What follows belongs to an exercise in optimizing a design on an open flow for small area; a production flow would make more cautious choices. In this exercise RTL edits were held to simulation tests only and were not proved equivalent to the original. Power figures rest on the tool's default switching activity, not on a simulated workload.

Setup of quartz:
Design tcrb, start of the top module:
module tcrb (
    input  wire         clk,
    input  wire         rst,
    input  wire [1:0]   h_op,
    input  wire [7:0]   h_addr,
    input  wire [31:0]  h_wdata,
    output reg          h_rvalid,
    output reg  [31:0]  h_rdata,
    input  wire [1:0]   f_valid,
    input  wire [127:0] f_data0,
    input  wire [127:0] f_data1,
    output wire         clk_en,
    output wire [23:0]  clk_rate
);
    localparam [1:0] S_IDLE = 2'd0, S_CONF = 2'd1, S_RUN = 2'd2, S_STOP = 2'd3;
    localparam [2:0] OK = 3'd0, BADOP = 3'd1, BADSEL = 3'd2, BADARG = 3'd3,
                     BADSTATE = 3'd4, BADCFG = 3'd5, NODATA = 3'd6;
    reg [1:0]  state;
    reg        stopreq;
    reg        clken;
    reg [5:0]  res;
    reg [2:0]  nch0, nch1;
    reg [2:0]  maplen0, maplen1;
    reg [1:0]  chmap [0:7];           
    reg [23:0] ds;
    reg        swaplr;
    reg [23:0] rate;
    reg [1:0]  armed;
    reg [1:0]  pend;
    reg [1:0]  fillframe0, fillframe1;
    reg        cf0x0, cf0x1;          
    reg        pf0x0, pf0x1;          
    reg [23:0] dsdown0, dsdown1;      
    reg [31:0] counter0, counter1;
    reg [31:0] ovrcount;
    reg [11:0] wpos;
    reg [11:0] head0, head1;
    reg [11:0] rpos [0:3];
    reg [3:0]  active;
    reg [3:0]  ovr;
    reg [2:0]  cs_code;
    reg [11:0] cs_val;
    reg [127:0] xfer0 [0:3];
    reg [127:0] xfer1 [0:3];
    reg [127:0] xferx;
    reg [31:0]  ring [0:63];
    wire       used0 = (nch0 != 3'd0);
    wire       used1 = (nch1 != 3'd0);
    wire [3:0] ncht  = nch0 + nch1;
    wire       ds0   = (ds == 24'd0);
    wire       ds12  = (ds[23:2] == 22'd0) && (ds[1:0] != 2'd3);
  ...
Size in the first run: ~9800 cells after synthesis, about 3600 flip-flops, roughly 360 I/O pins, ~150000 um^2 of cells after synthesis.
clock: 14.0 ns
lec_check: 0
cap_margin: 10
core_margin: 2
core_utilization: 55
place_density: 0.75
slew_margin: 10
synth_hierarchical: 1
standard.sh (not shown) runs the stock make flow with config.mk's settings and CLKGATE_MAP_FILE= SYNTH_SCRIPT=/design/flow/synth_recipe.tcl, a recipe that flattens the netlist after the stock synthesis.
==> flow/flow/run.sh <==
#!/bin/bash
set -euo pipefail
export CTS_ARGS="-sink_clustering_enable -repair_clock_nets -dont_use_dummy_load -buf_list sky130_fd_sc_hd__clkbuf_16 -sink_clustering_size 24 -sink_clustering_max_diameter 60"
export BUFFER_PORTS_ARGS="-buffer_cell sky130_fd_sc_hd__buf_1"
bash standard.sh > standard_make.log 2>&1
--- input diff quartz..ember ---
- PLACE_DENSITY now 0.6, was 0.75
- CORE_UTILIZATION now 40, was 55
- CAP_MARGIN now 20, was 10
- SLEW_MARGIN now 20, was 10
==> comparison <==
Overall die area in ember is 100000 um^2 higher than in quartz. ember completed end to end with timing, DRC and antenna clean. ember vs. quartz: met3 routed wirelength -about 15%; final critical-path share of the clock period +3.8 points.

---

Setup of main:
Another version of the RTL of tcrb (not shown whole).
Size: ~9,800 cells after synthesis, roughly 3,700 flip-flops, ~0.15 mm2 of cells after synthesis.
Settings: LEC_CHECK=0, CAP_MARGIN=10, CORE_MARGIN=2, CORE_UTILIZATION=55, PLACE_DENSITY=0.75, SLEW_MARGIN=10, SYNTH_HIERARCHICAL=1; clock period 14.0 ns.
Scripts as last shown in full above: flow/flow/run.sh
> inputs changed (main -> the feature branch)
# main
export LEC_CHECK = 0
export CAP_MARGIN = 10
export CORE_MARGIN = 2
export CORE_UTILIZATION = 55
export PLACE_DENSITY = 0.75
export SLEW_MARGIN = 10
export SYNTH_HIERARCHICAL = 1
create_clock -name core_clock -period 14.0 [get_ports {clk}]
# the feature branch
export LEC_CHECK = 0
export CAP_MARGIN = 20
export CORE_MARGIN = 2
export CORE_UTILIZATION = 40
export PLACE_DENSITY = 0.6
export SLEW_MARGIN = 20
export SYNTH_HIERARCHICAL = 1
create_clock -name core_clock -period 14.0 [get_ports {clk}]
- Every stage of the flow completed for the feature branch, and the final layout passed the timing, DRC and antenna checks.
- Summary of the feature branch over main: final-layout worst hold slack decreased 0.0078 ns, proportion of power drawn by the clock network increased 4.2 points.
- The feature branch: H-tree depth reported by CTS is 1 higher than what main reported.
- Diff main -> the feature branch: final period utilization shrank by 0.29 points; global-route usage lower; final period demand of the worst path has decreased; maximum vdd ir drop up about 10%.

[port drivers added, routing unchanged]
How much do the figures lean on ideal ports? The routed layouts below were timed once more, with nothing changed but the port constraints.
Step 1, drivers: a clkbuf_16 drives clk and a buf_2 each remaining input, both assumed.
Step 2 also shifts input and output timing later by t, the mid clock arrival at the registers, as if the neighbouring blocks saw the same clock.
Three values: ideal ports, drivers, drivers and shift; two values: the first two.
run	shift t [ns]	slack for setup (ns)	worst register clock-pin slew, ns
quartz	0.997	3.326 / 3.332 / 2.404	0.10 / 0.10
ember	1.023	2.795 / 2.795 / 2.210	0.10 / 0.10
main	0.998	3.020 / 3.088 / 2.090	0.10 / 0.10
the feature branch	1.022	3.060 / 3.060 / 2.465	0.10 / 0.10
After both steps every run listed still meets setup and hold. For main, which loses most, drivers alone change the setup slack by +0.068 ns; drivers and shift together by -0.930 ns.
